This design comes from an exercise in tuning for small area and a short achievable clock period on the open sky130 flow, not from production work.
Only the layout flow was run in this run; the RTL was not checked for function there.
Power is estimated from default activity; no workload was simulated.

$ cat design.v
module chk4_accum (
    input  wire        clk,
    input  wire        rst,         
    input  wire        init,        
    input  wire [2:0]  in_cnt,      
    input  wire [31:0] in_data,     
    output wire [31:0] chk_value,
    output wire [31:0] byte_count
);
    reg [18:0] ra;
    reg [19:0] rb;
    reg [15:0] ri;
    reg [31:0] bc;
    wire z  = rst | init;              
    wire nz = ~z;
    wire c4 = in_cnt[2] & ~rst;        
    wire c1 = in_cnt[0] & ~in_cnt[2] & ~rst;
    wire c2 = in_cnt[1] & ~in_cnt[2] & ~rst;
    wire h1 = c1 & ~c2;
    wire h2 = c2 & ~c1;
    wire h3 = c1 & c2;
    wire h4 = c4;
    wire h13 = c1;
    wire h23 = c2;
    wire h24 = h2 | h4;
    wire h34 = h3 | h4;
    wire e1 = h1 | h2 | h3 | h4;       
    wire e2 = h2 | h3 | h4;
    wire e3 = h3 | h4;
    wire e4 = h4;
    wire [2:0] k = {c4, c2, c1};
    wire g1 = h1 & nz;
    wire g2 = h2 & nz;
    wire g3 = h3 & nz;
    wire g4 = h4 & nz;
    wire g13 = h13 & nz;
    wire g23 = h23 & nz;
    wire g34 = h34 & nz;
    wire [3:0] ca = h4 ? (z ? 4'd10 : 4'd6) :
                    h3 ? (z ? 4'd6  : 4'd3) :
                    h2 ? (z ? 4'd3  : 4'd1) :
                    h1 ? (z ? 4'd1  : 4'd0) : 4'd0;
    wire [4:0] cb = h4 ? (z ? 5'd21 : 5'd10) :
                    h3 ? (z ? 5'd11 : 5'd4)  :
                    h2 ? (z ? 5'd5  : 5'd1)  :
                    h1 ? (z ? 5'd2  : 5'd0)  : (z ? 5'd1 : 5'd0);
    wire fa1, fa2;
    chk4_fa ufa1 (.a(ra[1]), .b(ra[16]), .c(ra[17]), .s(fa1), .co(fa2));
    wire fa3, fa4;
    chk4_fa ufa3 (.a(ra[2]), .b(ra[16]), .c(ra[17]), .s(fa3), .co(fa4));
    wire fa5, fa6;
    chk4_fa ufa5 (.a(ra[18]), .b(fa2), .c(fa3), .s(fa5), .co(fa6));
    wire fa7, fa8;
    chk4_fa ufa7 (.a(ra[3]), .b(ra[17]), .c(ra[18]), .s(fa7), .co(fa8));
    wire fa9, fa10;
    chk4_fa ufa9 (.a(fa4), .b(fa7), .c(fa6), .s(fa9), .co(fa10));
    wire fa11, fa12;
    chk4_fa ufa11 (.a(ra[4]), .b(ra[16]), .c(ra[18]), .s(fa11), .co(fa12));
    wire fa13, fa14;
    chk4_fa ufa13 (.a(fa8), .b(fa11), .c(fa10), .s(fa13), .co(fa14));
    wire fa15, fa16;
    chk4_fa ufa15 (.a(ra[5]), .b(ra[17]), .c(fa12), .s(fa15), .co(fa16));
    wire fa17, fa18;
    chk4_fa ufa17 (.a(ra[6]), .b(ra[18]), .c(fa16), .s(fa17), .co(fa18));
    wire fa19, fa20;
    chk4_ha ufa19 (.a(ra[0]), .b(ra[16]), .s(fa19), .co(fa20));
    wire fa21, fa22;
    chk4_ha ufa21 (.a(fa1), .b(fa20), .s(fa21), .co(fa22));
    wire fa23, fa24;
    chk4_ha ufa23 (.a(fa5), .b(fa22), .s(fa23), .co(fa24));
    wire fa25, fa26;
    chk4_ha ufa25 (.a(fa9), .b(fa24), .s(fa25), .co(fa26));
    wire fa27, fa28;
    chk4_ha ufa27 (.a(fa13), .b(fa26), .s(fa27), .co(fa28));
    wire fa29, fa30;
    chk4_fa ufa29 (.a(fa14), .b(fa15), .c(fa28), .s(fa29), .co(fa30));
    wire fa31, fa32;
    chk4_ha ufa31 (.a(fa17), .b(fa30), .s(fa31), .co(fa32));
    wire fa33, fa34;
    chk4_fa ufa33 (.a(ra[7]), .b(fa18), .c(fa32), .s(fa33), .co(fa34));
    wire fa35, fa36;
    chk4_ha ufa35 (.a(ra[8]), .b(fa34), .s(fa35), .co(fa36));
    wire fa37, fa38;
    chk4_ha ufa37 (.a(ra[9]), .b(fa36), .s(fa37), .co(fa38));
    wire fa39, fa40;
    chk4_ha ufa39 (.a(ra[10]), .b(fa38), .s(fa39), .co(fa40));
    wire fa41, fa42;
    chk4_ha ufa41 (.a(ra[11]), .b(fa40), .s(fa41), .co(fa42));
    wire fa43, fa44;
    chk4_ha ufa43 (.a(ra[12]), .b(fa42), .s(fa43), .co(fa44));
    wire fa45, fa46;
    chk4_ha ufa45 (.a(ra[13]), .b(fa44), .s(fa45), .co(fa46));
    wire fa47, fa48;
    chk4_ha ufa47 (.a(ra[14]), .b(fa46), .s(fa47), .co(fa48));
    wire fa49, fa50;
    chk4_ha ufa49 (.a(ra[15]), .b(fa48), .s(fa49), .co(fa50));
    wire [16:0] far = {fa50, fa49, fa47, fa45, fa43, fa41, fa39, fa37, fa35, fa33, fa31, fa29, fa27, fa25, fa23, fa21, fa19};
    wire fb1, fb2;
    chk4_fa ufb1 (.a(rb[1]), .b(rb[16]), .c(rb[17]), .s(fb1), .co(fb2));
    wire fb3, fb4;
    chk4_fa ufb3 (.a(rb[2]), .b(rb[16]), .c(rb[17]), .s(fb3), .co(fb4));
    wire fb5, fb6;
    chk4_fa ufb5 (.a(rb[18]), .b(fb2), .c(fb3), .s(fb5), .co(fb6));
    wire fb7, fb8;
    chk4_fa ufb7 (.a(rb[3]), .b(rb[17]), .c(rb[18]), .s(fb7), .co(fb8));
    wire fb9, fb10;
    chk4_fa ufb9 (.a(rb[19]), .b(fb4), .c(fb7), .s(fb9), .co(fb10));
    wire fb11, fb12;
    chk4_fa ufb11 (.a(rb[4]), .b(rb[16]), .c(rb[18]), .s(fb11), .co(fb12));
    wire fb13, fb14;
    chk4_fa ufb13 (.a(rb[19]), .b(fb8), .c(fb11), .s(fb13), .co(fb14));
    wire fb15, fb16;
    chk4_fa ufb15 (.a(rb[5]), .b(rb[17]), .c(rb[19]), .s(fb15), .co(fb16));
    wire fb17, fb18;
    chk4_fa ufb17 (.a(fb12), .b(fb15), .c(fb14), .s(fb17), .co(fb18));
    wire fb19, fb20;
    chk4_fa ufb19 (.a(rb[6]), .b(rb[18]), .c(fb16), .s(fb19), .co(fb20));
    wire fb21, fb22;
    chk4_fa ufb21 (.a(rb[7]), .b(rb[19]), .c(fb20), .s(fb21), .co(fb22));
    wire fb23, fb24;
    chk4_ha ufb23 (.a(rb[0]), .b(rb[16]), .s(fb23), .co(fb24));
    wire fb25, fb26;
    chk4_ha ufb25 (.a(fb1), .b(fb24), .s(fb25), .co(fb26));
    wire fb27, fb28;
    chk4_ha ufb27 (.a(fb5), .b(fb26), .s(fb27), .co(fb28));
    wire fb29, fb30;
    chk4_fa ufb29 (.a(fb6), .b(fb9), .c(fb28), .s(fb29), .co(fb30));
    wire fb31, fb32;
    chk4_fa ufb31 (.a(fb10), .b(fb13), .c(fb30), .s(fb31), .co(fb32));
    wire fb33, fb34;
    chk4_ha ufb33 (.a(fb17), .b(fb32), .s(fb33), .co(fb34));
    wire fb35, fb36;
    chk4_fa ufb35 (.a(fb18), .b(fb19), .c(fb34), .s(fb35), .co(fb36));
    wire fb37, fb38;
    chk4_ha ufb37 (.a(fb21), .b(fb36), .s(fb37), .co(fb38));
    wire fb39, fb40;
    chk4_fa ufb39 (.a(rb[8]), .b(fb22), .c(fb38), .s(fb39), .co(fb40));
    wire fb41, fb42;
    chk4_ha ufb41 (.a(rb[9]), .b(fb40), .s(fb41), .co(fb42));
    wire fb43, fb44;
    chk4_ha ufb43 (.a(rb[10]), .b(fb42), .s(fb43), .co(fb44));
    wire fb45, fb46;
    chk4_ha ufb45 (.a(rb[11]), .b(fb44), .s(fb45), .co(fb46));
    wire fb47, fb48;
    chk4_ha ufb47 (.a(rb[12]), .b(fb46), .s(fb47), .co(fb48));
    wire fb49, fb50;
    chk4_ha ufb49 (.a(rb[13]), .b(fb48), .s(fb49), .co(fb50));
    wire fb51, fb52;
    chk4_ha ufb51 (.a(rb[14]), .b(fb50), .s(fb51), .co(fb52));
    wire fb53, fb54;
    chk4_ha ufb53 (.a(rb[15]), .b(fb52), .s(fb53), .co(fb54));
    wire [16:0] fbr = {fb54, fb53, fb51, fb49, fb47, fb45, fb43, fb41, fb39, fb37, fb35, fb33, fb31, fb29, fb27, fb25, fb23};
    wire xa1, xa2;
    chk4_ha uxa1 (.a((nz & far[0])), .b((g13 & ri[0])), .s(xa1), .co(xa2));
    wire xa3, xa4;
    chk4_fa uxa3 (.a((nz & far[1])), .b(((g23 & ri[0]))), .c((g13 & ri[1])), .s(xa3), .co(xa4));
    wire xa5, xa6;
    chk4_ha uxa5 (.a(ca[1]), .b((e1 & in_data[1])), .s(xa5), .co(xa6));
    wire xa7, xa8;
    chk4_fa uxa7 (.a((nz & far[2])), .b(((g23 & ri[1]) | (g4 & ri[0]))), .c((g13 & ri[2])), .s(xa7), .co(xa8));
    wire xa9, xa10;
    chk4_fa uxa9 (.a(ca[2]), .b((e1 & in_data[2])), .c((e2 & in_data[10])), .s(xa9), .co(xa10));
    wire xa11, xa12;
    chk4_fa uxa11 (.a((nz & far[3])), .b(((g23 & ri[2]) | (g4 & ri[1]))), .c((g13 & ri[3])), .s(xa11), .co(xa12));
    wire xa13, xa14;
    chk4_fa uxa13 (.a(ca[3]), .b((e1 & in_data[3])), .c((e2 & in_data[11])), .s(xa13), .co(xa14));
    wire xa15, xa16;
    chk4_fa uxa15 (.a((nz & far[4])), .b(((g23 & ri[3]) | (g4 & ri[2]))), .c((g13 & ri[4])), .s(xa15), .co(xa16));
    wire xa17, xa18;
    chk4_ha uxa17 (.a((e1 & in_data[4])), .b((e2 & in_data[12])), .s(xa17), .co(xa18));
    wire xa19, xa20;
    chk4_fa uxa19 (.a((nz & far[5])), .b(((g23 & ri[4]) | (g4 & ri[3]))), .c((g13 & ri[5])), .s(xa19), .co(xa20));
    wire xa21, xa22;
    chk4_ha uxa21 (.a((e1 & in_data[5])), .b((e2 & in_data[13])), .s(xa21), .co(xa22));
    wire xa23, xa24;
    chk4_fa uxa23 (.a((nz & far[6])), .b(((g23 & ri[5]) | (g4 & ri[4]))), .c((g13 & ri[6])), .s(xa23), .co(xa24));
    wire xa25, xa26;
    chk4_ha uxa25 (.a((e1 & in_data[6])), .b((e2 & in_data[14])), .s(xa25), .co(xa26));
    wire xa27, xa28;
    chk4_fa uxa27 (.a((nz & far[7])), .b(((g23 & ri[6]) | (g4 & ri[5]))), .c((g13 & ri[7])), .s(xa27), .co(xa28));
    wire xa29, xa30;
    chk4_ha uxa29 (.a((e1 & in_data[7])), .b((e2 & in_data[15])), .s(xa29), .co(xa30));
    wire xa31, xa32;
    chk4_fa uxa31 (.a(ca[0]), .b((e1 & in_data[0])), .c((e2 & in_data[8])), .s(xa31), .co(xa32));
    wire xa33, xa34;
    chk4_fa uxa33 (.a((e2 & in_data[9])), .b((e3 & in_data[17])), .c((e4 & in_data[25])), .s(xa33), .co(xa34));
    wire xa35, xa36;
    chk4_ha uxa35 (.a(xa2), .b(xa5), .s(xa35), .co(xa36));
    wire xa37, xa38;
    chk4_fa uxa37 (.a((e3 & in_data[18])), .b((e4 & in_data[26])), .c(xa6), .s(xa37), .co(xa38));
    wire xa39, xa40;
    chk4_fa uxa39 (.a(xa4), .b(xa7), .c(xa9), .s(xa39), .co(xa40));
    wire xa41, xa42;
    chk4_fa uxa41 (.a((e3 & in_data[19])), .b((e4 & in_data[27])), .c(xa8), .s(xa41), .co(xa42));
    wire xa43, xa44;
    chk4_fa uxa43 (.a(xa10), .b(xa11), .c(xa13), .s(xa43), .co(xa44));
    wire xa45, xa46;
    chk4_fa uxa45 (.a((e3 & in_data[20])), .b((e4 & in_data[28])), .c(xa17), .s(xa45), .co(xa46));
    wire xa47, xa48;
    chk4_fa uxa47 (.a(xa12), .b(xa14), .c(xa15), .s(xa47), .co(xa48));
    wire xa49, xa50;
    chk4_fa uxa49 (.a((e3 & in_data[21])), .b((e4 & in_data[29])), .c(xa18), .s(xa49), .co(xa50));
    wire xa51, xa52;
    chk4_fa uxa51 (.a(xa21), .b(xa16), .c(xa19), .s(xa51), .co(xa52));
    wire xa53, xa54;
    chk4_fa uxa53 (.a((e3 & in_data[22])), .b((e4 & in_data[30])), .c(xa22), .s(xa53), .co(xa54));
    wire xa55, xa56;
    chk4_fa uxa55 (.a(xa25), .b(xa20), .c(xa23), .s(xa55), .co(xa56));
    wire xa57, xa58;
    chk4_fa uxa57 (.a((e3 & in_data[23])), .b((e4 & in_data[31])), .c(xa26), .s(xa57), .co(xa58));
    wire xa59, xa60;
    chk4_fa uxa59 (.a(xa29), .b(xa24), .c(xa27), .s(xa59), .co(xa60));
    wire xa61, xa62;
    chk4_fa uxa61 (.a((nz & far[8])), .b(((g23 & ri[7]) | (g4 & ri[6]))), .c((g13 & ri[8])), .s(xa61), .co(xa62));
    wire xa63, xa64;
    chk4_ha uxa63 (.a(xa30), .b(xa28), .s(xa63), .co(xa64));
    wire xa65, xa66;
    chk4_ha uxa65 (.a((nz & far[9])), .b(((g23 & ri[8]) | (g4 & ri[7]))), .s(xa65), .co(xa66));
    wire xa67, xa68;
    chk4_ha uxa67 (.a((e3 & in_data[16])), .b((e4 & in_data[24])), .s(xa67), .co(xa68));
    wire xa69, xa70;
    chk4_fa uxa69 (.a(xa32), .b(xa33), .c(xa3), .s(xa69), .co(xa70));
    wire xa71, xa72;
    chk4_fa uxa71 (.a(xa34), .b(xa36), .c(xa37), .s(xa71), .co(xa72));
    wire xa73, xa74;
    chk4_fa uxa73 (.a(xa38), .b(xa40), .c(xa41), .s(xa73), .co(xa74));
    wire xa75, xa76;
    chk4_fa uxa75 (.a(xa45), .b(xa42), .c(xa44), .s(xa75), .co(xa76));
    wire xa77, xa78;
    chk4_fa uxa77 (.a(xa46), .b(xa49), .c(xa48), .s(xa77), .co(xa78));
    wire xa79, xa80;
    chk4_fa uxa79 (.a(xa50), .b(xa53), .c(xa52), .s(xa79), .co(xa80));
    wire xa81, xa82;
    chk4_fa uxa81 (.a(xa54), .b(xa57), .c(xa56), .s(xa81), .co(xa82));
    wire xa83, xa84;
    chk4_fa uxa83 (.a(xa61), .b(xa58), .c(xa63), .s(xa83), .co(xa84));
    wire xa85, xa86;
    chk4_fa uxa85 (.a((g13 & ri[9])), .b(xa65), .c(xa62), .s(xa85), .co(xa86));
    wire xa87, xa88;
    chk4_fa uxa87 (.a((nz & far[10])), .b(((g23 & ri[9]) | (g4 & ri[8]))), .c((g13 & ri[10])), .s(xa87), .co(xa88));
    wire xa89, xa90;
    chk4_ha uxa89 (.a((nz & far[11])), .b(((g23 & ri[10]) | (g4 & ri[9]))), .s(xa89), .co(xa90));
    wire xa91, xa92;
    chk4_ha uxa91 (.a((nz & far[12])), .b(((g23 & ri[11]) | (g4 & ri[10]))), .s(xa91), .co(xa92));
    wire xa93, xa94;
    chk4_ha uxa93 (.a((nz & far[13])), .b(((g23 & ri[12]) | (g4 & ri[11]))), .s(xa93), .co(xa94));
    wire xa95, xa96;
    chk4_ha uxa95 (.a((nz & far[14])), .b(((g23 & ri[13]) | (g4 & ri[12]))), .s(xa95), .co(xa96));
    wire xa97, xa98;
    chk4_ha uxa97 (.a((nz & far[15])), .b(((g23 & ri[14]) | (g4 & ri[13]))), .s(xa97), .co(xa98));
    wire xa99, xa100;
    chk4_ha uxa99 (.a(xa67), .b(xa1), .s(xa99), .co(xa100));
    wire xa101, xa102;
    chk4_fa uxa101 (.a(xa68), .b(xa35), .c(xa69), .s(xa101), .co(xa102));
    wire xa103, xa104;
    chk4_fa uxa103 (.a(xa70), .b(xa39), .c(xa71), .s(xa103), .co(xa104));
    wire xa105, xa106;
    chk4_fa uxa105 (.a(xa43), .b(xa72), .c(xa73), .s(xa105), .co(xa106));
    wire xa107, xa108;
    chk4_fa uxa107 (.a(xa47), .b(xa74), .c(xa75), .s(xa107), .co(xa108));
    wire xa109, xa110;
    chk4_fa uxa109 (.a(xa51), .b(xa76), .c(xa77), .s(xa109), .co(xa110));
    wire xa111, xa112;
    chk4_fa uxa111 (.a(xa55), .b(xa78), .c(xa79), .s(xa111), .co(xa112));
    wire xa113, xa114;
    chk4_fa uxa113 (.a(xa59), .b(xa80), .c(xa81), .s(xa113), .co(xa114));
    wire xa115, xa116;
    chk4_fa uxa115 (.a(xa60), .b(xa83), .c(xa82), .s(xa115), .co(xa116));
    wire xa117, xa118;
    chk4_fa uxa117 (.a(xa64), .b(xa85), .c(xa84), .s(xa117), .co(xa118));
    wire xa119, xa120;
    chk4_fa uxa119 (.a(xa66), .b(xa87), .c(xa86), .s(xa119), .co(xa120));
    wire xa121, xa122;
    chk4_fa uxa121 (.a((g13 & ri[11])), .b(xa89), .c(xa88), .s(xa121), .co(xa122));
    wire xa123, xa124;
    chk4_fa uxa123 (.a((g13 & ri[12])), .b(xa90), .c(xa91), .s(xa123), .co(xa124));
    wire xa125, xa126;
    chk4_fa uxa125 (.a((g13 & ri[13])), .b(xa92), .c(xa93), .s(xa125), .co(xa126));
    wire xa127, xa128;
    chk4_fa uxa127 (.a((g13 & ri[14])), .b(xa94), .c(xa95), .s(xa127), .co(xa128));
    wire xa129, xa130;
    chk4_fa uxa129 (.a((g13 & ri[15])), .b(xa96), .c(xa97), .s(xa129), .co(xa130));
    wire xa131, xa132;
    chk4_fa uxa131 (.a((nz & far[16])), .b(((g23 & ri[15]) | (g4 & ri[14]))), .c(xa98), .s(xa131), .co(xa132));
    wire xa133, xa134;
    chk4_ha uxa133 (.a(xa99), .b(xa31), .s(xa133), .co(xa134));
    wire xa135, xa136;
    chk4_fa uxa135 (.a(xa100), .b(xa101), .c(xa134), .s(xa135), .co(xa136));
    wire xa137, xa138;
    chk4_fa uxa137 (.a(xa102), .b(xa103), .c(xa136), .s(xa137), .co(xa138));
    wire xa139, xa140;
    chk4_fa uxa139 (.a(xa104), .b(xa105), .c(xa138), .s(xa139), .co(xa140));
    wire xa141, xa142;
    chk4_fa uxa141 (.a(xa106), .b(xa107), .c(xa140), .s(xa141), .co(xa142));
    wire xa143, xa144;
    chk4_fa uxa143 (.a(xa108), .b(xa109), .c(xa142), .s(xa143), .co(xa144));
    wire xa145, xa146;
    chk4_fa uxa145 (.a(xa110), .b(xa111), .c(xa144), .s(xa145), .co(xa146));
    wire xa147, xa148;
    chk4_fa uxa147 (.a(xa112), .b(xa113), .c(xa146), .s(xa147), .co(xa148));
    wire xa149, xa150;
    chk4_ha uxa149 (.a(xa114), .b(xa115), .s(xa149), .co(xa150));
    wire xa151, xa152;
    chk4_fa uxa151 (.a(xa116), .b(xa117), .c(xa150), .s(xa151), .co(xa152));
    wire xa153, xa154;
    chk4_fa uxa153 (.a(xa118), .b(xa119), .c(xa152), .s(xa153), .co(xa154));
    wire xa155, xa156;
    chk4_fa uxa155 (.a(xa120), .b(xa121), .c(xa154), .s(xa155), .co(xa156));
    wire xa157, xa158;
    chk4_fa uxa157 (.a(xa122), .b(xa123), .c(xa156), .s(xa157), .co(xa158));
    wire xa159, xa160;
    chk4_fa uxa159 (.a(xa124), .b(xa125), .c(xa158), .s(xa159), .co(xa160));
    wire xa161 = ~(xa114 ^ xa115);
    wire xa162 = xa114 | xa115;
    wire xa163, xa164;
    chk4_fa uxa163 (.a(xa116), .b(xa117), .c(xa162), .s(xa163), .co(xa164));
    wire xa165, xa166;
    chk4_fa uxa165 (.a(xa118), .b(xa119), .c(xa164), .s(xa165), .co(xa166));
    wire xa167, xa168;
    chk4_fa uxa167 (.a(xa120), .b(xa121), .c(xa166), .s(xa167), .co(xa168));
    wire xa169, xa170;
    chk4_fa uxa169 (.a(xa122), .b(xa123), .c(xa168), .s(xa169), .co(xa170));
    wire xa171, xa172;
    chk4_fa uxa171 (.a(xa124), .b(xa125), .c(xa170), .s(xa171), .co(xa172));
    wire xa173 = xa148 ? xa161 : xa149;
    wire xa174 = xa148 ? xa163 : xa151;
    wire xa175 = xa148 ? xa165 : xa153;
    wire xa176 = xa148 ? xa167 : xa155;
    wire xa177 = xa148 ? xa169 : xa157;
    wire xa178 = xa148 ? xa171 : xa159;
    wire xa179 = xa160 | (xa148 & xa172);
    wire xa180, xa181;
    chk4_ha uxa180 (.a(xa126), .b(xa127), .s(xa180), .co(xa181));
    wire xa182, xa183;
    chk4_fa uxa182 (.a(xa128), .b(xa129), .c(xa181), .s(xa182), .co(xa183));
    wire xa184, xa185;
    chk4_fa uxa184 (.a(xa130), .b(xa131), .c(xa183), .s(xa184), .co(xa185));
    wire xa186, xa187;
    chk4_fa uxa186 (.a(xa132), .b(((g4 & ri[15]))), .c(xa185), .s(xa186), .co(xa187));
    wire xa188 = ~(xa126 ^ xa127);
    wire xa189 = xa126 | xa127;
    wire xa190, xa191;
    chk4_fa uxa190 (.a(xa128), .b(xa129), .c(xa189), .s(xa190), .co(xa191));
    wire xa192, xa193;
    chk4_fa uxa192 (.a(xa130), .b(xa131), .c(xa191), .s(xa192), .co(xa193));
    wire xa194, xa195;
    chk4_fa uxa194 (.a(xa132), .b(((g4 & ri[15]))), .c(xa193), .s(xa194), .co(xa195));
    wire xa196 = xa179 ? xa188 : xa180;
    wire xa197 = xa179 ? xa190 : xa182;
    wire xa198 = xa179 ? xa192 : xa184;
    wire xa199 = xa179 ? xa194 : xa186;
    wire xa200 = xa179 ? xa195 : xa187;
    wire [18:0] sa = {xa200, xa199, xa198, xa197, xa196, xa178, xa177, xa176, xa175, xa174, xa173, xa147, xa145, xa143, xa141, xa139, xa137, xa135, xa133};
    wire xb1, xb2;
    chk4_ha uxb1 (.a((nz & fbr[0])), .b((g13 & far[0])), .s(xb1), .co(xb2));
    wire xb3, xb4;
    chk4_fa uxb3 (.a((nz & fbr[1])), .b(((g23 & far[0]))), .c((g13 & far[1])), .s(xb3), .co(xb4));
    wire xb5, xb6;
    chk4_ha uxb5 (.a(((g1 & ri[1]) | (g2 & ri[0]))), .b(((g2 & ri[1]) | (g34 & ri[0]))), .s(xb5), .co(xb6));
    wire xb7, xb8;
    chk4_fa uxb7 (.a((nz & fbr[2])), .b(((g23 & far[1]) | (g4 & far[0]))), .c((g13 & far[2])), .s(xb7), .co(xb8));
    wire xb9, xb10;
    chk4_fa uxb9 (.a(((g1 & ri[2]) | (g2 & ri[1]) | (g3 & ri[0]))), .b(((g2 & ri[2]) | (g34 & ri[1]))), .c(cb[2]), .s(xb9), .co(xb10));
    wire xb11, xb12;
    chk4_fa uxb11 (.a((nz & fbr[3])), .b(((g23 & far[2]) | (g4 & far[1]))), .c((g13 & far[3])), .s(xb11), .co(xb12));
    wire xb13, xb14;
    chk4_fa uxb13 (.a(((g1 & ri[3]) | (g2 & ri[2]) | (g3 & ri[1]) | (g4 & ri[0]))), .b(((g2 & ri[3]) | (g34 & ri[2]))), .c(cb[3]), .s(xb13), .co(xb14));
    wire xb15, xb16;
    chk4_fa uxb15 (.a((nz & fbr[4])), .b(((g23 & far[3]) | (g4 & far[2]))), .c((g13 & far[4])), .s(xb15), .co(xb16));
    wire xb17, xb18;
    chk4_fa uxb17 (.a(((g1 & ri[4]) | (g2 & ri[3]) | (g3 & ri[2]) | (g4 & ri[1]))), .b(((g2 & ri[4]) | (g34 & ri[3]))), .c(cb[4]), .s(xb17), .co(xb18));
    wire xb19, xb20;
    chk4_fa uxb19 (.a((nz & fbr[5])), .b(((g23 & far[4]) | (g4 & far[3]))), .c((g13 & far[5])), .s(xb19), .co(xb20));
    wire xb21, xb22;
    chk4_ha uxb21 (.a(((g1 & ri[5]) | (g2 & ri[4]) | (g3 & ri[3]) | (g4 & ri[2]))), .b(((g2 & ri[5]) | (g34 & ri[4]))), .s(xb21), .co(xb22));
    wire xb23, xb24;
    chk4_fa uxb23 (.a((nz & fbr[6])), .b(((g23 & far[5]) | (g4 & far[4]))), .c((g13 & far[6])), .s(xb23), .co(xb24));
    wire xb25, xb26;
    chk4_ha uxb25 (.a(((g1 & ri[6]) | (g2 & ri[5]) | (g3 & ri[4]) | (g4 & ri[3]))), .b(((g2 & ri[6]) | (g34 & ri[5]))), .s(xb25), .co(xb26));
    wire xb27, xb28;
    chk4_fa uxb27 (.a((nz & fbr[7])), .b(((g23 & far[6]) | (g4 & far[5]))), .c((g13 & far[7])), .s(xb27), .co(xb28));
    wire xb29, xb30;
    chk4_ha uxb29 (.a(((g1 & ri[7]) | (g2 & ri[6]) | (g3 & ri[5]) | (g4 & ri[4]))), .b(((g2 & ri[7]) | (g34 & ri[6]))), .s(xb29), .co(xb30));
    wire xb31, xb32;
    chk4_ha uxb31 (.a((nz & fbr[8])), .b(((g23 & far[7]) | (g4 & far[6]))), .s(xb31), .co(xb32));
    wire xb33, xb34;
    chk4_fa uxb33 (.a(((g1 & ri[0]))), .b(((g2 & ri[0]))), .c(cb[0]), .s(xb33), .co(xb34));
    wire xb35, xb36;
    chk4_ha uxb35 (.a(((h1 & in_data[0]))), .b(((h2 & in_data[8]))), .s(xb35), .co(xb36));
    wire xb37, xb38;
    chk4_fa uxb37 (.a(cb[1]), .b(((h1 & in_data[1]) | (h23 & in_data[0]))), .c(((h2 & in_data[9]) | (h34 & in_data[8]))), .s(xb37), .co(xb38));
    wire xb39, xb40;
    chk4_fa uxb39 (.a(((h3 & in_data[1]) | (h4 & in_data[9]))), .b(((h3 & in_data[17]) | (h4 & in_data[16]))), .c((h4 & in_data[25])), .s(xb39), .co(xb40));
    wire xb41, xb42;
    chk4_ha uxb41 (.a(xb2), .b(xb5), .s(xb41), .co(xb42));
    wire xb43, xb44;
    chk4_fa uxb43 (.a(((h1 & in_data[2]) | (h23 & in_data[1]) | (h4 & in_data[0]))), .b(((h2 & in_data[10]) | (h34 & in_data[9]))), .c(((h3 & in_data[2]) | (h4 & in_data[10]))), .s(xb43), .co(xb44));
    wire xb45, xb46;
    chk4_fa uxb45 (.a(((h3 & in_data[18]) | (h4 & in_data[17]))), .b((h4 & in_data[26])), .c(xb6), .s(xb45), .co(xb46));
    wire xb47, xb48;
    chk4_fa uxb47 (.a(xb4), .b(xb7), .c(xb9), .s(xb47), .co(xb48));
    wire xb49, xb50;
    chk4_fa uxb49 (.a(((h1 & in_data[3]) | (h23 & in_data[2]) | (h4 & in_data[1]))), .b(((h2 & in_data[11]) | (h34 & in_data[10]))), .c(((h3 & in_data[3]) | (h4 & in_data[11]))), .s(xb49), .co(xb50));
    wire xb51, xb52;
    chk4_fa uxb51 (.a(((h3 & in_data[19]) | (h4 & in_data[18]))), .b((h4 & in_data[27])), .c(xb8), .s(xb51), .co(xb52));
    wire xb53, xb54;
    chk4_fa uxb53 (.a(xb10), .b(xb11), .c(xb13), .s(xb53), .co(xb54));
    wire xb55, xb56;
    chk4_fa uxb55 (.a(((h1 & in_data[4]) | (h23 & in_data[3]) | (h4 & in_data[2]))), .b(((h2 & in_data[12]) | (h34 & in_data[11]))), .c(((h3 & in_data[4]) | (h4 & in_data[12]))), .s(xb55), .co(xb56));
    wire xb57, xb58;
    chk4_fa uxb57 (.a(((h3 & in_data[20]) | (h4 & in_data[19]))), .b((h4 & in_data[28])), .c(xb12), .s(xb57), .co(xb58));
    wire xb59, xb60;
    chk4_fa uxb59 (.a(xb14), .b(xb15), .c(xb17), .s(xb59), .co(xb60));
    wire xb61, xb62;
    chk4_fa uxb61 (.a(((h1 & in_data[5]) | (h23 & in_data[4]) | (h4 & in_data[3]))), .b(((h2 & in_data[13]) | (h34 & in_data[12]))), .c(((h3 & in_data[5]) | (h4 & in_data[13]))), .s(xb61), .co(xb62));
    wire xb63, xb64;
    chk4_fa uxb63 (.a(((h3 & in_data[21]) | (h4 & in_data[20]))), .b((h4 & in_data[29])), .c(xb21), .s(xb63), .co(xb64));
    wire xb65, xb66;
    chk4_fa uxb65 (.a(xb16), .b(xb18), .c(xb19), .s(xb65), .co(xb66));
    wire xb67, xb68;
    chk4_fa uxb67 (.a(((h1 & in_data[6]) | (h23 & in_data[5]) | (h4 & in_data[4]))), .b(((h2 & in_data[14]) | (h34 & in_data[13]))), .c(((h3 & in_data[6]) | (h4 & in_data[14]))), .s(xb67), .co(xb68));
    wire xb69, xb70;
    chk4_fa uxb69 (.a(((h3 & in_data[22]) | (h4 & in_data[21]))), .b((h4 & in_data[30])), .c(xb22), .s(xb69), .co(xb70));
    wire xb71, xb72;
    chk4_fa uxb71 (.a(xb25), .b(xb20), .c(xb23), .s(xb71), .co(xb72));
    wire xb73, xb74;
    chk4_fa uxb73 (.a(((h1 & in_data[7]) | (h23 & in_data[6]) | (h4 & in_data[5]))), .b(((h2 & in_data[15]) | (h34 & in_data[14]))), .c(((h3 & in_data[7]) | (h4 & in_data[15]))), .s(xb73), .co(xb74));
    wire xb75, xb76;
    chk4_fa uxb75 (.a(((h3 & in_data[23]) | (h4 & in_data[22]))), .b((h4 & in_data[31])), .c(xb26), .s(xb75), .co(xb76));
    wire xb77, xb78;
    chk4_fa uxb77 (.a(xb29), .b(xb24), .c(xb27), .s(xb77), .co(xb78));
    wire xb79, xb80;
    chk4_fa uxb79 (.a((g13 & far[8])), .b(((g1 & ri[8]) | (g2 & ri[7]) | (g3 & ri[6]) | (g4 & ri[5]))), .c(((g2 & ri[8]) | (g34 & ri[7]))), .s(xb79), .co(xb80));
    wire xb81, xb82;
    chk4_fa uxb81 (.a(((h23 & in_data[7]) | (h4 & in_data[6]))), .b(((h34 & in_data[15]))), .c(((h4 & in_data[23]))), .s(xb81), .co(xb82));
    wire xb83, xb84;
    chk4_fa uxb83 (.a(xb30), .b(xb31), .c(xb28), .s(xb83), .co(xb84));
    wire xb85, xb86;
    chk4_fa uxb85 (.a((nz & fbr[9])), .b(((g23 & far[8]) | (g4 & far[7]))), .c((g13 & far[9])), .s(xb85), .co(xb86));
    wire xb87, xb88;
    chk4_fa uxb87 (.a(((g1 & ri[9]) | (g2 & ri[8]) | (g3 & ri[7]) | (g4 & ri[6]))), .b(((g2 & ri[9]) | (g34 & ri[8]))), .c(((h4 & in_data[7]))), .s(xb87), .co(xb88));
    wire xb89, xb90;
    chk4_ha uxb89 (.a((nz & fbr[10])), .b(((g23 & far[9]) | (g4 & far[8]))), .s(xb89), .co(xb90));
    wire xb91, xb92;
    chk4_fa uxb91 (.a(((h3 & in_data[0]) | (h4 & in_data[8]))), .b(((h3 & in_data[16]))), .c((h4 & in_data[24])), .s(xb91), .co(xb92));
    wire xb93, xb94;
    chk4_fa uxb93 (.a(xb36), .b(xb34), .c(xb37), .s(xb93), .co(xb94));
    wire xb95, xb96;
    chk4_ha uxb95 (.a(xb39), .b(xb3), .s(xb95), .co(xb96));
    wire xb97, xb98;
    chk4_fa uxb97 (.a(xb38), .b(xb40), .c(xb43), .s(xb97), .co(xb98));
    wire xb99, xb100;
    chk4_fa uxb99 (.a(xb42), .b(xb45), .c(xb47), .s(xb99), .co(xb100));
    wire xb101, xb102;
    chk4_fa uxb101 (.a(xb44), .b(xb49), .c(xb46), .s(xb101), .co(xb102));
    wire xb103, xb104;
    chk4_fa uxb103 (.a(xb48), .b(xb51), .c(xb53), .s(xb103), .co(xb104));
    wire xb105, xb106;
    chk4_fa uxb105 (.a(xb50), .b(xb55), .c(xb52), .s(xb105), .co(xb106));
    wire xb107, xb108;
    chk4_fa uxb107 (.a(xb54), .b(xb57), .c(xb59), .s(xb107), .co(xb108));
    wire xb109, xb110;
    chk4_fa uxb109 (.a(xb56), .b(xb61), .c(xb63), .s(xb109), .co(xb110));
    wire xb111, xb112;
    chk4_fa uxb111 (.a(xb58), .b(xb60), .c(xb65), .s(xb111), .co(xb112));
    wire xb113, xb114;
    chk4_fa uxb113 (.a(xb62), .b(xb67), .c(xb64), .s(xb113), .co(xb114));
    wire xb115, xb116;
    chk4_fa uxb115 (.a(xb69), .b(xb66), .c(xb71), .s(xb115), .co(xb116));
    wire xb117, xb118;
    chk4_fa uxb117 (.a(xb68), .b(xb73), .c(xb70), .s(xb117), .co(xb118));
    wire xb119, xb120;
    chk4_fa uxb119 (.a(xb75), .b(xb72), .c(xb77), .s(xb119), .co(xb120));
    wire xb121, xb122;
    chk4_fa uxb121 (.a(xb74), .b(xb79), .c(xb81), .s(xb121), .co(xb122));
    wire xb123, xb124;
    chk4_fa uxb123 (.a(xb76), .b(xb78), .c(xb83), .s(xb123), .co(xb124));
    wire xb125, xb126;
    chk4_fa uxb125 (.a(xb32), .b(xb80), .c(xb82), .s(xb125), .co(xb126));
    wire xb127, xb128;
    chk4_fa uxb127 (.a(xb85), .b(xb87), .c(xb84), .s(xb127), .co(xb128));
    wire xb129, xb130;
    chk4_fa uxb129 (.a((g13 & far[10])), .b(((g1 & ri[10]) | (g2 & ri[9]) | (g3 & ri[8]) | (g4 & ri[7]))), .c(((g2 & ri[10]) | (g34 & ri[9]))), .s(xb129), .co(xb130));
    wire xb131, xb132;
    chk4_fa uxb131 (.a(xb89), .b(xb86), .c(xb88), .s(xb131), .co(xb132));
    wire xb133, xb134;
    chk4_fa uxb133 (.a((nz & fbr[11])), .b(((g23 & far[10]) | (g4 & far[9]))), .c((g13 & far[11])), .s(xb133), .co(xb134));
    wire xb135, xb136;
    chk4_fa uxb135 (.a(((g1 & ri[11]) | (g2 & ri[10]) | (g3 & ri[9]) | (g4 & ri[8]))), .b(((g2 & ri[11]) | (g34 & ri[10]))), .c(xb90), .s(xb135), .co(xb136));
    wire xb137, xb138;
    chk4_fa uxb137 (.a((nz & fbr[12])), .b(((g23 & far[11]) | (g4 & far[10]))), .c((g13 & far[12])), .s(xb137), .co(xb138));
    wire xb139, xb140;
    chk4_ha uxb139 (.a(((g1 & ri[12]) | (g2 & ri[11]) | (g3 & ri[10]) | (g4 & ri[9]))), .b(((g2 & ri[12]) | (g34 & ri[11]))), .s(xb139), .co(xb140));
    wire xb141, xb142;
    chk4_fa uxb141 (.a((nz & fbr[13])), .b(((g23 & far[12]) | (g4 & far[11]))), .c((g13 & far[13])), .s(xb141), .co(xb142));
    wire xb143, xb144;
    chk4_ha uxb143 (.a(((g1 & ri[13]) | (g2 & ri[12]) | (g3 & ri[11]) | (g4 & ri[10]))), .b(((g2 & ri[13]) | (g34 & ri[12]))), .s(xb143), .co(xb144));
    wire xb145, xb146;
    chk4_fa uxb145 (.a((nz & fbr[14])), .b(((g23 & far[13]) | (g4 & far[12]))), .c((g13 & far[14])), .s(xb145), .co(xb146));
    wire xb147, xb148;
    chk4_ha uxb147 (.a(((g1 & ri[14]) | (g2 & ri[13]) | (g3 & ri[12]) | (g4 & ri[11]))), .b(((g2 & ri[14]) | (g34 & ri[13]))), .s(xb147), .co(xb148));
    wire xb149, xb150;
    chk4_fa uxb149 (.a((nz & fbr[15])), .b(((g23 & far[14]) | (g4 & far[13]))), .c((g13 & far[15])), .s(xb149), .co(xb150));
    wire xb151, xb152;
    chk4_ha uxb151 (.a(((g1 & ri[15]) | (g2 & ri[14]) | (g3 & ri[13]) | (g4 & ri[12]))), .b(((g2 & ri[15]) | (g34 & ri[14]))), .s(xb151), .co(xb152));
    wire xb153, xb154;
    chk4_fa uxb153 (.a((nz & fbr[16])), .b(((g23 & far[15]) | (g4 & far[14]))), .c((g13 & far[16])), .s(xb153), .co(xb154));
    wire xb155, xb156;
    chk4_ha uxb155 (.a(((g2 & ri[15]) | (g3 & ri[14]) | (g4 & ri[13]))), .b(((g34 & ri[15]))), .s(xb155), .co(xb156));
    wire xb157, xb158;
    chk4_ha uxb157 (.a(xb35), .b(xb1), .s(xb157), .co(xb158));
    wire xb159, xb160;
    chk4_fa uxb159 (.a(xb92), .b(xb41), .c(xb95), .s(xb159), .co(xb160));
    wire xb161, xb162;
    chk4_fa uxb161 (.a(xb96), .b(xb94), .c(xb97), .s(xb161), .co(xb162));
    wire xb163, xb164;
    chk4_fa uxb163 (.a(xb98), .b(xb101), .c(xb100), .s(xb163), .co(xb164));
    wire xb165, xb166;
    chk4_fa uxb165 (.a(xb102), .b(xb105), .c(xb104), .s(xb165), .co(xb166));
    wire xb167, xb168;
    chk4_fa uxb167 (.a(xb109), .b(xb106), .c(xb108), .s(xb167), .co(xb168));
    wire xb169, xb170;
    chk4_fa uxb169 (.a(xb110), .b(xb113), .c(xb112), .s(xb169), .co(xb170));
    wire xb171, xb172;
    chk4_fa uxb171 (.a(xb114), .b(xb117), .c(xb116), .s(xb171), .co(xb172));
    wire xb173, xb174;
    chk4_fa uxb173 (.a(xb121), .b(xb118), .c(xb120), .s(xb173), .co(xb174));
    wire xb175, xb176;
    chk4_fa uxb175 (.a(xb122), .b(xb125), .c(xb124), .s(xb175), .co(xb176));
    wire xb177, xb178;
    chk4_fa uxb177 (.a(xb129), .b(xb126), .c(xb131), .s(xb177), .co(xb178));
    wire xb179, xb180;
    chk4_fa uxb179 (.a(xb130), .b(xb133), .c(xb135), .s(xb179), .co(xb180));
    wire xb181, xb182;
    chk4_fa uxb181 (.a(xb139), .b(xb134), .c(xb137), .s(xb181), .co(xb182));
    wire xb183, xb184;
    chk4_fa uxb183 (.a(xb140), .b(xb143), .c(xb138), .s(xb183), .co(xb184));
    wire xb185, xb186;
    chk4_fa uxb185 (.a(xb144), .b(xb147), .c(xb142), .s(xb185), .co(xb186));
    wire xb187, xb188;
    chk4_fa uxb187 (.a(xb148), .b(xb151), .c(xb146), .s(xb187), .co(xb188));
    wire xb189, xb190;
    chk4_fa uxb189 (.a(xb152), .b(xb155), .c(xb150), .s(xb189), .co(xb190));
    wire xb191, xb192;
    chk4_fa uxb191 (.a(((g23 & far[16]) | (g4 & far[15]))), .b(((g3 & ri[15]) | (g4 & ri[14]))), .c(xb156), .s(xb191), .co(xb192));
    wire xb193, xb194;
    chk4_ha uxb193 (.a(xb91), .b(xb33), .s(xb193), .co(xb194));
    wire xb195, xb196;
    chk4_fa uxb195 (.a(xb158), .b(xb93), .c(xb159), .s(xb195), .co(xb196));
    wire xb197, xb198;
    chk4_fa uxb197 (.a(xb160), .b(xb161), .c(xb99), .s(xb197), .co(xb198));
    wire xb199, xb200;
    chk4_fa uxb199 (.a(xb162), .b(xb103), .c(xb163), .s(xb199), .co(xb200));
    wire xb201, xb202;
    chk4_fa uxb201 (.a(xb107), .b(xb164), .c(xb165), .s(xb201), .co(xb202));
    wire xb203, xb204;
    chk4_fa uxb203 (.a(xb111), .b(xb166), .c(xb167), .s(xb203), .co(xb204));
    wire xb205, xb206;
    chk4_fa uxb205 (.a(xb115), .b(xb168), .c(xb169), .s(xb205), .co(xb206));
    wire xb207, xb208;
    chk4_fa uxb207 (.a(xb119), .b(xb170), .c(xb171), .s(xb207), .co(xb208));
    wire xb209, xb210;
    chk4_fa uxb209 (.a(xb123), .b(xb172), .c(xb173), .s(xb209), .co(xb210));
    wire xb211, xb212;
    chk4_fa uxb211 (.a(xb127), .b(xb174), .c(xb175), .s(xb211), .co(xb212));
    wire xb213, xb214;
    chk4_fa uxb213 (.a(xb128), .b(xb177), .c(xb176), .s(xb213), .co(xb214));
    wire xb215, xb216;
    chk4_fa uxb215 (.a(xb132), .b(xb179), .c(xb178), .s(xb215), .co(xb216));
    wire xb217, xb218;
    chk4_fa uxb217 (.a(xb136), .b(xb181), .c(xb180), .s(xb217), .co(xb218));
    wire xb219, xb220;
    chk4_fa uxb219 (.a(xb141), .b(xb182), .c(xb183), .s(xb219), .co(xb220));
    wire xb221, xb222;
    chk4_fa uxb221 (.a(xb145), .b(xb184), .c(xb185), .s(xb221), .co(xb222));
    wire xb223, xb224;
    chk4_fa uxb223 (.a(xb149), .b(xb186), .c(xb187), .s(xb223), .co(xb224));
    wire xb225, xb226;
    chk4_fa uxb225 (.a(xb153), .b(xb188), .c(xb189), .s(xb225), .co(xb226));
    wire xb227, xb228;
    chk4_fa uxb227 (.a(xb154), .b(xb191), .c(xb190), .s(xb227), .co(xb228));
    wire xb229, xb230;
    chk4_fa uxb229 (.a(((g4 & far[16]))), .b(((g4 & ri[15]))), .c(xb192), .s(xb229), .co(xb230));
    wire xb231, xb232;
    chk4_ha uxb231 (.a(xb193), .b(xb157), .s(xb231), .co(xb232));
    wire xb233, xb234;
    chk4_fa uxb233 (.a(xb194), .b(xb195), .c(xb232), .s(xb233), .co(xb234));
    wire xb235, xb236;
    chk4_fa uxb235 (.a(xb196), .b(xb197), .c(xb234), .s(xb235), .co(xb236));
    wire xb237, xb238;
    chk4_fa uxb237 (.a(xb198), .b(xb199), .c(xb236), .s(xb237), .co(xb238));
    wire xb239, xb240;
    chk4_fa uxb239 (.a(xb200), .b(xb201), .c(xb238), .s(xb239), .co(xb240));
    wire xb241, xb242;
    chk4_fa uxb241 (.a(xb202), .b(xb203), .c(xb240), .s(xb241), .co(xb242));
    wire xb243, xb244;
    chk4_fa uxb243 (.a(xb204), .b(xb205), .c(xb242), .s(xb243), .co(xb244));
    wire xb245, xb246;
    chk4_fa uxb245 (.a(xb206), .b(xb207), .c(xb244), .s(xb245), .co(xb246));
    wire xb247, xb248;
    chk4_ha uxb247 (.a(xb208), .b(xb209), .s(xb247), .co(xb248));
    wire xb249, xb250;
    chk4_fa uxb249 (.a(xb210), .b(xb211), .c(xb248), .s(xb249), .co(xb250));
    wire xb251, xb252;
    chk4_fa uxb251 (.a(xb212), .b(xb213), .c(xb250), .s(xb251), .co(xb252));
    wire xb253, xb254;
    chk4_fa uxb253 (.a(xb214), .b(xb215), .c(xb252), .s(xb253), .co(xb254));
    wire xb255, xb256;
    chk4_fa uxb255 (.a(xb216), .b(xb217), .c(xb254), .s(xb255), .co(xb256));
    wire xb257, xb258;
    chk4_fa uxb257 (.a(xb218), .b(xb219), .c(xb256), .s(xb257), .co(xb258));
    wire xb259 = ~(xb208 ^ xb209);
    wire xb260 = xb208 | xb209;
    wire xb261, xb262;
    chk4_fa uxb261 (.a(xb210), .b(xb211), .c(xb260), .s(xb261), .co(xb262));
    wire xb263, xb264;
    chk4_fa uxb263 (.a(xb212), .b(xb213), .c(xb262), .s(xb263), .co(xb264));
    wire xb265, xb266;
    chk4_fa uxb265 (.a(xb214), .b(xb215), .c(xb264), .s(xb265), .co(xb266));
    wire xb267, xb268;
    chk4_fa uxb267 (.a(xb216), .b(xb217), .c(xb266), .s(xb267), .co(xb268));
    wire xb269, xb270;
    chk4_fa uxb269 (.a(xb218), .b(xb219), .c(xb268), .s(xb269), .co(xb270));
    wire xb271 = xb246 ? xb259 : xb247;
    wire xb272 = xb246 ? xb261 : xb249;
    wire xb273 = xb246 ? xb263 : xb251;
    wire xb274 = xb246 ? xb265 : xb253;
    wire xb275 = xb246 ? xb267 : xb255;
    wire xb276 = xb246 ? xb269 : xb257;
    wire xb277 = xb258 | (xb246 & xb270);
    wire xb278, xb279;
    chk4_ha uxb278 (.a(xb220), .b(xb221), .s(xb278), .co(xb279));
    wire xb280, xb281;
    chk4_fa uxb280 (.a(xb222), .b(xb223), .c(xb279), .s(xb280), .co(xb281));
    wire xb282, xb283;
    chk4_fa uxb282 (.a(xb224), .b(xb225), .c(xb281), .s(xb282), .co(xb283));
    wire xb284, xb285;
    chk4_fa uxb284 (.a(xb226), .b(xb227), .c(xb283), .s(xb284), .co(xb285));
    wire xb286, xb287;
    chk4_fa uxb286 (.a(xb228), .b(xb229), .c(xb285), .s(xb286), .co(xb287));
    wire xb288, xb289;
    chk4_ha uxb288 (.a(xb230), .b(xb287), .s(xb288), .co(xb289));
    wire xb290 = ~(xb220 ^ xb221);
    wire xb291 = xb220 | xb221;
    wire xb292, xb293;
    chk4_fa uxb292 (.a(xb222), .b(xb223), .c(xb291), .s(xb292), .co(xb293));
    wire xb294, xb295;
    chk4_fa uxb294 (.a(xb224), .b(xb225), .c(xb293), .s(xb294), .co(xb295));
    wire xb296, xb297;
    chk4_fa uxb296 (.a(xb226), .b(xb227), .c(xb295), .s(xb296), .co(xb297));
    wire xb298, xb299;
    chk4_fa uxb298 (.a(xb228), .b(xb229), .c(xb297), .s(xb298), .co(xb299));
    wire xb300, xb301;
    chk4_ha uxb300 (.a(xb230), .b(xb299), .s(xb300), .co(xb301));
    wire xb302 = xb277 ? xb290 : xb278;
    wire xb303 = xb277 ? xb292 : xb280;
    wire xb304 = xb277 ? xb294 : xb282;
    wire xb305 = xb277 ? xb296 : xb284;
    wire xb306 = xb277 ? xb298 : xb286;
    wire xb307 = xb277 ? xb300 : xb288;
    wire [19:0] sb = {xb307, xb306, xb305, xb304, xb303, xb302, xb276, xb275, xb274, xb273, xb272, xb271, xb245, xb243, xb241, xb239, xb237, xb235, xb233, xb231};
    wire [15:0] i0 = z ? 16'd1 : ri;
    wire [16:0] si = {1'b0, i0} + {14'd0, k};
    wire [15:0] ni = si[16] ? {11'd0, si[4:0] + 5'd23} : si[15:0];
    wire [3:0]  lo = {1'b0, bc[2:0] & {3{nz}}} + {1'b0, k};
    wire [31:0] cc;                    
    wire [31:0] cs;                    
    wire p0 = &bc[10:3];
    wire p1 = &bc[18:11];
    wire p2 = &bc[26:19];
    assign cc[3]  = lo[3];
    assign cc[11] = lo[3] & p0;
    assign cc[19] = lo[3] & p0 & p1;
    assign cc[27] = lo[3] & p0 & p1 & p2;
    genvar j;
    generate
        for (j = 3; j < 32; j = j + 1) begin : inc
            wire co;
            chk4_ha u (.a(bc[j]), .b(cc[j]), .s(cs[j]), .co(co));
            if (j != 10 && j != 18 && j != 26 && j != 31) begin : rip
                assign cc[j + 1] = co;
            end
        end
    endgenerate
    assign cc[2:0] = 3'd0;
    assign cs[2:0] = lo[2:0];
    wire [31:0] nbc = {cs[31:3] & {29{nz}}, lo[2:0]};
    wire ga = far[16] | ((&far[15:5]) & (far[4:0] >= 5'd9));
    wire gb = fbr[16] | ((&fbr[15:5]) & (fbr[4:0] >= 5'd9));
    wire [10:0] ta = {1'b0, far[9:0]} + 11'd23;
    wire [10:0] tb = {1'b0, fbr[9:0]} + 11'd23;
    wire [15:0] oa = ga ? {6'd0, ta[9:0]} : far[15:0];
    wire [15:0] ob = gb ? {6'd0, tb[9:0]} : fbr[15:0];
    assign chk_value  = {oa, ob};
    assign byte_count = bc;
    always @(posedge clk) begin
        ra <= sa;
        rb <= sb;
        ri <= ni;
        bc <= nbc;
    end
endmodule
module chk4_fa (input wire a, input wire b, input wire c, output wire s, output wire co);
    assign s  = a ^ b ^ c;
    assign co = (a & b) | (a & c) | (b & c);
endmodule
module chk4_ha (input wire a, input wire b, output wire s, output wire co);
    assign s  = a ^ b;
    assign co = a & b;
endmodule
$ cat run.sh
#!/bin/bash
# synth_recipe.tcl (not shown) runs the flow's synth.tcl, then flattens the netlist and writes it again
# the make line also repeats each setting of config.mk as NAME=value (left out here)
make -C /OpenROAD-flow-scripts/flow DESIGN_CONFIG=/design/flow/config.mk WORK_HOME=/design/flow/orfs CLKGATE_MAP_FILE= SYNTH_SCRIPT=/design/flow/synth_recipe.tcl finish
$ cat config.mk
export PLATFORM = sky130hd
export DESIGN_NAME = chk4_accum
export DESIGN_NICKNAME = chk4_accum
export VERILOG_FILES = /design/flow/design.v
export SDC_FILE = /design/flow/constraint.sdc
export NUM_CORES = 4
export LEC_CHECK = 0
export CAP_MARGIN = 20
export CORE_MARGIN = 2
export CORE_UTILIZATION = 40
export SLEW_MARGIN = 20
export SYNTH_HIERARCHICAL = 1
export SYNTH_MINIMUM_KEEP_SIZE = 0
$ cat constraint.sdc
create_clock -name core_clock -period 28.0 [get_ports {clk}]
set_input_delay 5.6000 -clock core_clock [delete_from_list [all_inputs] [get_ports {clk}]]
set_output_delay 5.6000 -clock core_clock [all_outputs]
set_load 0.01 [all_outputs]
==> out/results.ini <==
[hold_path]
hp-class=register to register

[power]
intPower_uw=363
p_sw_uw=242
seq_power_share_pct=25.6
p_total_uw=605
power.density_nw_per_um2=46.0
peakVddDrop_v=0.0000310
pwr-share-clk_pct=22.1
swShare_pct=40.0
p_comb_share_pct=52.3
p_leak_nw=6.33

[clock_network]
clk_path_buf_depth=2
cts.hold.buffers_added=0
clkTransAtPathRegs_ns=0.07
ctsResizeCount=0
cts-htree-levels=3
clock_sinks=87
numCtsBuffers=9
cts-root-buf=clkbuf_16
clkLatencyLatePin_ns=0.37
cts_tree=done
postCtsSetupBuffers=0

[sta]
setup_viol=0
final_critical_path_setup_slack_ns=14.57
report.final.slew_viol_count=0
fin_crit_sh_pct=47.9
worst_pin_slew_ns=1.16
skew_ns=0.0111
fmax_ghz=0.0745
relSlewSlack_pct=22.3
finalSetupTns_ns=0
rsz0062_at_grt=no
finalHoldViolations=0
period_minus_slack_ns=13.43

[route]
drt_iter0_drc=717
wl_per_cell_um=20.6
wirelength_mm=30.9
postRouteAntennaNets=0
drc=0
num_vias=8402
dr.pass1.iters=9
vias_per_cell=5.59

[final_layout]
nets=1482
n_antenna_cell=0
layout_commonest_cell=fa_1
stdcell_count=1502
final_core_util_pct=46.1
syn_to_final_growth_pct=13.8
final_cell_mix=fa_1, and2_1, ha_1
layout-drive-gt1-share_pct=5.90

[die]
initial_core_util_pct=40.4
coreArea_sq_um=28500
io_pins=102
std_cell_rows=62
fp.dieArea_sq_um=30200
die_y_um=174
die_x_um=174

[worst_setup_path]
path_max_fanout=33
slowest_stage=nor2_2
crit_top_cell=fa_1
critPathRequiredTime_ns=28.25
start_kind=input port
worstPathCellList=clkdlybuf4s50_1, buf_4, or3b_1, nor2_2, a22oi_1, o2bb2ai_1, fa_1, fa_1, fa_1, fa_1, fa_1, fa_1, fa_1, fa_1, fa_1, fa_1, a21oi_1, mux2_2
critPathMaxStageDelay_ns=0.97
cp_num_buf_inv=2
cp.arrival_ns=13.67
crit_path_end_kind=register
critPathTopFamily=adder cells
path_class=input port to register

[grt]
grt.total_usage_pct=21.6
grt_first_pass_wirelength_mm=50.2
grt-ovfl-total=0
grt_max_degree=51
antenna_found_initial=0
grt_pass1_vias=8988

[job]
maxCapViolations=0

[synth]
ys_ff_latch=87
synth-edff-count=0
async_flop_share_pct=0
synth_cell_types=59
netlist_area_sq_um=11500
yosysWarnings=7
ys.flop_type=dfxtp_1
netlist_instances=1065
synth_fp_nets=1434
synth.yosys.seq_area_share_pct=15.1
syn_area_per_cell_sq_um=10.8

[place]
dpl.hpwl_mm=24.7
numPortBuffers=101
pre_cts_slack_ns=14.27
gp_congestion=0.910
dp.cells=1486

[outcome]
status=no timing/DRC/antenna violations

[final timing paths]
path | end | slack [ns] | cells past startpoint | from
setup / recovery | rb[19] | 14.57 | 18 | in_cnt[2]
hold / removal | bc[28] | 0.58 | 2 | bc[28]
setup reg to reg | rb[19] | 18.48 | 24 | ra[17]
hold reg to reg | bc[28] | 0.58 | 2 | bc[28]
[cell families (layout without fill, tap and decap cells)]
| kind of cell | count (synthesis) | in the layout | synth area share, % |
|---|---|---|---|
| simple gates | 305 | 305 | 14.7 |
| compound gates | 170 | 170 | 11.0 |
| fa+ha+maj | 332 | 332 | 50.4 |
| xor+xnor | 30 | 30 | 2.28 |
| mux | 26 | 26 | 2.48 |
| flops | 87 | 87 | 15.1 |
| buf+inv | 115 | 168 | 4.00 |
[per-layer routing]
layer | routed length [um] | track usage, % | vias to the layer above
li1 | - | - | 3760
met1 | 12700 | 28.0 | 4242
met2 | 14900 | 35.4 | 338
met3 | 2230 | 4.97 | 62
met4 | 1180 | 7.95 | 0
met5 | 0 | 0 | -
[synth_stat cells (16+ instances only)]
master,number,share of area (%)
fa_1,223,39
clkbuf_1,62,2.0
and3_1,32,1.7
and2_1,110,6.0
xnor2_1,18,1.4
inv_1,39,1.3
dfxtp_1,87,15
nor2_1,45,1.5
mux2_2,21,2.0
ha_1,108,12
nor3_1,16,0.69
o21ai_0,23,1.0
a222oi_1,18,1.6
nand2_1,46,1.5
a21oi_1,35,1.5
a22o_1,52,3.9
[power by group through the flow]
stage,Clock [mW],Combinational [mW],Sequential (mW)
floorplan,0,0.213,0.154
global placement,0,0.316,0.158
detailed placement,0,0.320,0.158
CTS,0.136,0.323,0.156
global route,0.140,0.362,0.158
finish,0.134,0.316,0.155
[final cells by class]
class / count / area [sq um]
fillers: 2772 / 15400
multi-input cells: 863 / 9370
flip-flops and latches: 87 / 1740
repair buffers: 113 / 1100
well taps: 384 / 480
clock buffers: 11 / 243
inverters: 39 / 146
clock inverters: 5 / 63.8
[through the flow]
stage / hold WS (ns) / instance area (sq um)
after floorplan: 0.596 / 11500
after global placement: 0.560 / 12800
after CTS: 0.583 / 13100
final: 0.578 / 13100
after detailed placement: 0.566 / 12800
after global routing: 0.603 / 13100
[state kept, by name, indices dropped and copies added, names as in the netlist]
register and count:
bc 32, ra 19, rb 20, ri 16
[Yosys stat by module, one instance, submodules excluded]
| module | times used | cells | flip-flops and latches | cell area (sq um) |
|---|---|---|---|---|
| chk4_accum | 1 | 747 | 87 | 5900 |
| chk4_fa | 222 | 1 | 0 | 20.0 |
| chk4_ha | 96 | 1 | 0 | 12.5 |
[tightest hold or removal path: stages, from the launching register on]
cell and delay (ns):
dfxtp_1 0.33, ha_1 0.12, and2_1 0.10

what the ideal ports hide:
No port has a modelled driver above. Below, the same layout with a new extraction and two added sets of constraints.
Step 1, drivers: a clkbuf_16 drives clk and a buf_2 each remaining input, both assumed.
Step 2 also shifts input and output timing later by t, the mid clock arrival at the registers, as if the neighbouring blocks saw the same clock.
a / b / c = ideal ports / drivers / drivers and shift; a / b = the first two.
shift t [ns]: 0.412
slack for setup (ns): 14.574 / 14.591 / 14.178
worst setup path at the end: input to register
clock arrival spread, ns: 0.012 / 0.011
After both steps setup and hold are still met in this run. The setup slack of this run moves by +0.017 ns with the drivers and by -0.396 ns with both steps.
